Context: an optimization exercise on an open-source flow, tuned for small area, a short achievable clock period and few clock cycles. The choices shown serve that exercise and are no tape-out recipe. In this exercise RTL edits were held to simulation tests only and were not proved equivalent to the original. Power is estimated from default activity; no workload was simulated.

== job 7827 ==
## zcan_core
module zcan_core (
    input  wire        clk,
    input  wire        rst,         
    input  wire        cmd_valid,
    output wire        cmd_ready,
    input  wire [31:0] cmd_word,
    input  wire [3:0]  rd_idx,
    output reg  [31:0] rd_data,
    output wire        tx_valid,
    output reg  [7:0]  tx_data,
    input  wire        tx_ready
);
clock: 10.0 ns
lec_check: 0
cap_margin: 20
core_margin: 2
core_utilization: 55
cts_buf_list: sky130_fd_sc_hd__clkbuf_16
cts_cluster_diameter: 80
cts_cluster_size: 30
place_density: 0.65
setup_slack_margin: 4.6
slew_margin: 20
run.sh (not shown) runs the stock make flow with config.mk's settings and CLKGATE_MAP_FILE= SYNTH_SCRIPT=/design/flow/synth_recipe.tcl, a recipe that flattens the netlist after the stock synthesis.
Testbench counts of job 7827, summed over its fixed seeds: cycles 6,305.
## Diff of input files: job 4304 against job 7827
- PLACE_DENSITY no longer set, was 0.65
- CORE_UTILIZATION now 40, was 55
- CTS_CLUSTER_DIAMETER now 70, was 80
- CTS_CLUSTER_SIZE now 25, was 30
==> comparison <==
Diff job 7827 -> job 4304: net switching share of the total power lost 0.74 points, relative contribution of combinational cells to total power now smaller, internal power up 2.6%, number of distinct library cells after synthesis ~0 delta. From job 7827 to job 4304 the numbers moved as follows: least setup slack across all paths after layout now sits at about the same level; leakage component of the power now sits at about the same level.
Here is what was changed in the inputs of job 6047 compared with job 4304.
- a change of SETUP_SLACK_MARGIN from 4.6 to 4.9
Job 6047 vs. job 4304: mean routed wirelength per cell now larger; layout overhead on the synthesized area now larger.
When job 6047 is set beside job 4304, its combinational power turns out to be 10% larger.
Job 6047 | stages: all done | timing, DRC, antenna: all pass
The standard cells in job 6047 occupy more silicon area than those in job 4304 do.
[diff] worst setup slack, job 6047 relative to job 4304: improvement
Looking at job 4304 and job 6047, the via count is a wash.
The following lists how job 5496 was set up differently from job 6047:
- ABC_CLOCK_PERIOD_IN_PS: unset -> 5000
- CTS_BUF_LIST: sky130_fd_sc_hd__clkbuf_16 -> unset
- CTS_CLUSTER_DIAMETER: 70 -> unset
- CTS_CLUSTER_SIZE: 25 -> unset
- SETUP_SLACK_MARGIN: 4.9 -> 4.6
### Flow results
- From job 6047 to job 5496, synthesized netlist net count did not move at all.
- Highest attainable clock frequency delta (job 5496 − job 6047): favourable
- Against job 6047, job 5496 comes in 7.4% higher on total design power.
- Sort job 6047 and job 5496 by total power per unit cell area asc -> top: job 6047
- NOTE filler-free cell count of the finished design job 6047->job 5496 decreased slightly
- NOTE: global-route wire length before repair in job 5496 falls short of that of job 6047
- Job 5496 vs job 6047: routed wire length down slightly
Changes in job 370 relative to job 5496:
- an added PLACE_DENSITY of 0.65
- an added CTS_CLUSTER_DIAMETER of 70
- an added CTS_BUF_LIST of sky130_fd_sc_hd__clkbuf_16
- an added CTS_CLUSTER_SIZE of 25
- a change of CORE_UTILIZATION from 40 to 55
- a deleted ABC_CLOCK_PERIOD_IN_PS that had been 5000
Job 370 — number of iterations in the first detailed-routing pass 3 higher, job 5496 as reference
Taking job 5496 as the reference, in job 370 share of total power in the clock network dropped 5.8 points, final clock period utilization by the worst path grew by 0.33 points, placeable core region dropped 28%, depth of the critical timing path with buffers and inverters included picked up an extra 1, routed via count divided by cell count saw an increase.
Of job 5496 and job 370, the run reporting the lower worst-case register-to-register setup slack was job 370.
Every stage of the flow completed for job 370, and the final layout passed the timing, DRC and antenna checks.
The via count on job 5496 is in line with that on job 370.
The sequential share of layout area reported for job 370 is greater than that of job 5496 by 0.86 points.
The following lists how job 1243 was set up differently from job 370:
- setting TNS_END_PERCENT to 30 for the first time
Summary of the comparison: total power is higher in job 1243, relative to job 370.
Compared with job 370, fmax in job 1243 decreased slightly.
Clock sink total essentially unchanged between job 370 and job 1243.
Per the comparison of job 1243 with job 370, critical path depth in cells has decreased, post-CTS setup-driven buffer insertion count shows an increase of 16.
[compare] base=job 370 new=job 1243: multi-input logic area saw little to no change, via count saw an increase.
Going from job 370 to job 1243, number of global-route vias before repair increased 282, met2 usage in global routing increased 0.31 points.
Combinational share of power (lower): job 370
There was hardly any difference in total cell area at the placement stage between job 1243 and job 370.

-- what the ideal ports hide --
In the flow no input, the clock included, has a driving cell. The finished layouts below were timed again as built, in two steps. Step 1, drivers: a clkbuf_16 drives clk and a buf_2 each remaining input, both assumed. Step 2, shift: input delay + t, output delay - t, t = (earliest + latest rising clock arrival at the registers) / 2. This alone moves slack from input paths to output paths. Slacks: ideal ports / drivers / drivers and shift; pairs: ideal ports / drivers.
| run | shift t [ns] | slack for setup (ns) | worst hold slack (ns) | worst setup path after step 2 | worst slew at a driven data input, ns |
|---|---|---|---|---|---|
| job 7827 | 0.603 | 4.532 / 4.478 / 4.120 | 0.455 / 0.455 / 0.455 | input to register | 0.08 |
| job 4304 | 0.609 | 4.534 / 4.449 / 4.159 | 0.463 / 0.463 / 0.463 | input to register | 0.09 |
| job 6047 | 0.625 | 4.559 / 4.511 / 4.398 | 0.454 / 0.454 / 0.454 | input to register | 0.13 |
| job 5496 | 0.610 | 4.602 / 4.519 / 4.117 | 0.459 / 0.459 / 0.459 | input to register | 0.08 |
| job 370 | 0.619 | 4.570 / 4.536 / 4.133 | 0.454 / 0.454 / 0.454 | input to register | 0.06 |
| job 1243 | 0.611 | 4.506 / 4.451 / 4.094 | 0.462 / 0.462 / 0.462 | input to register | 0.12 |
After both steps every run listed still meets setup and hold. For job 5496, which loses most, drivers alone change the setup slack by -0.083 ns; drivers and shift together by -0.485 ns.
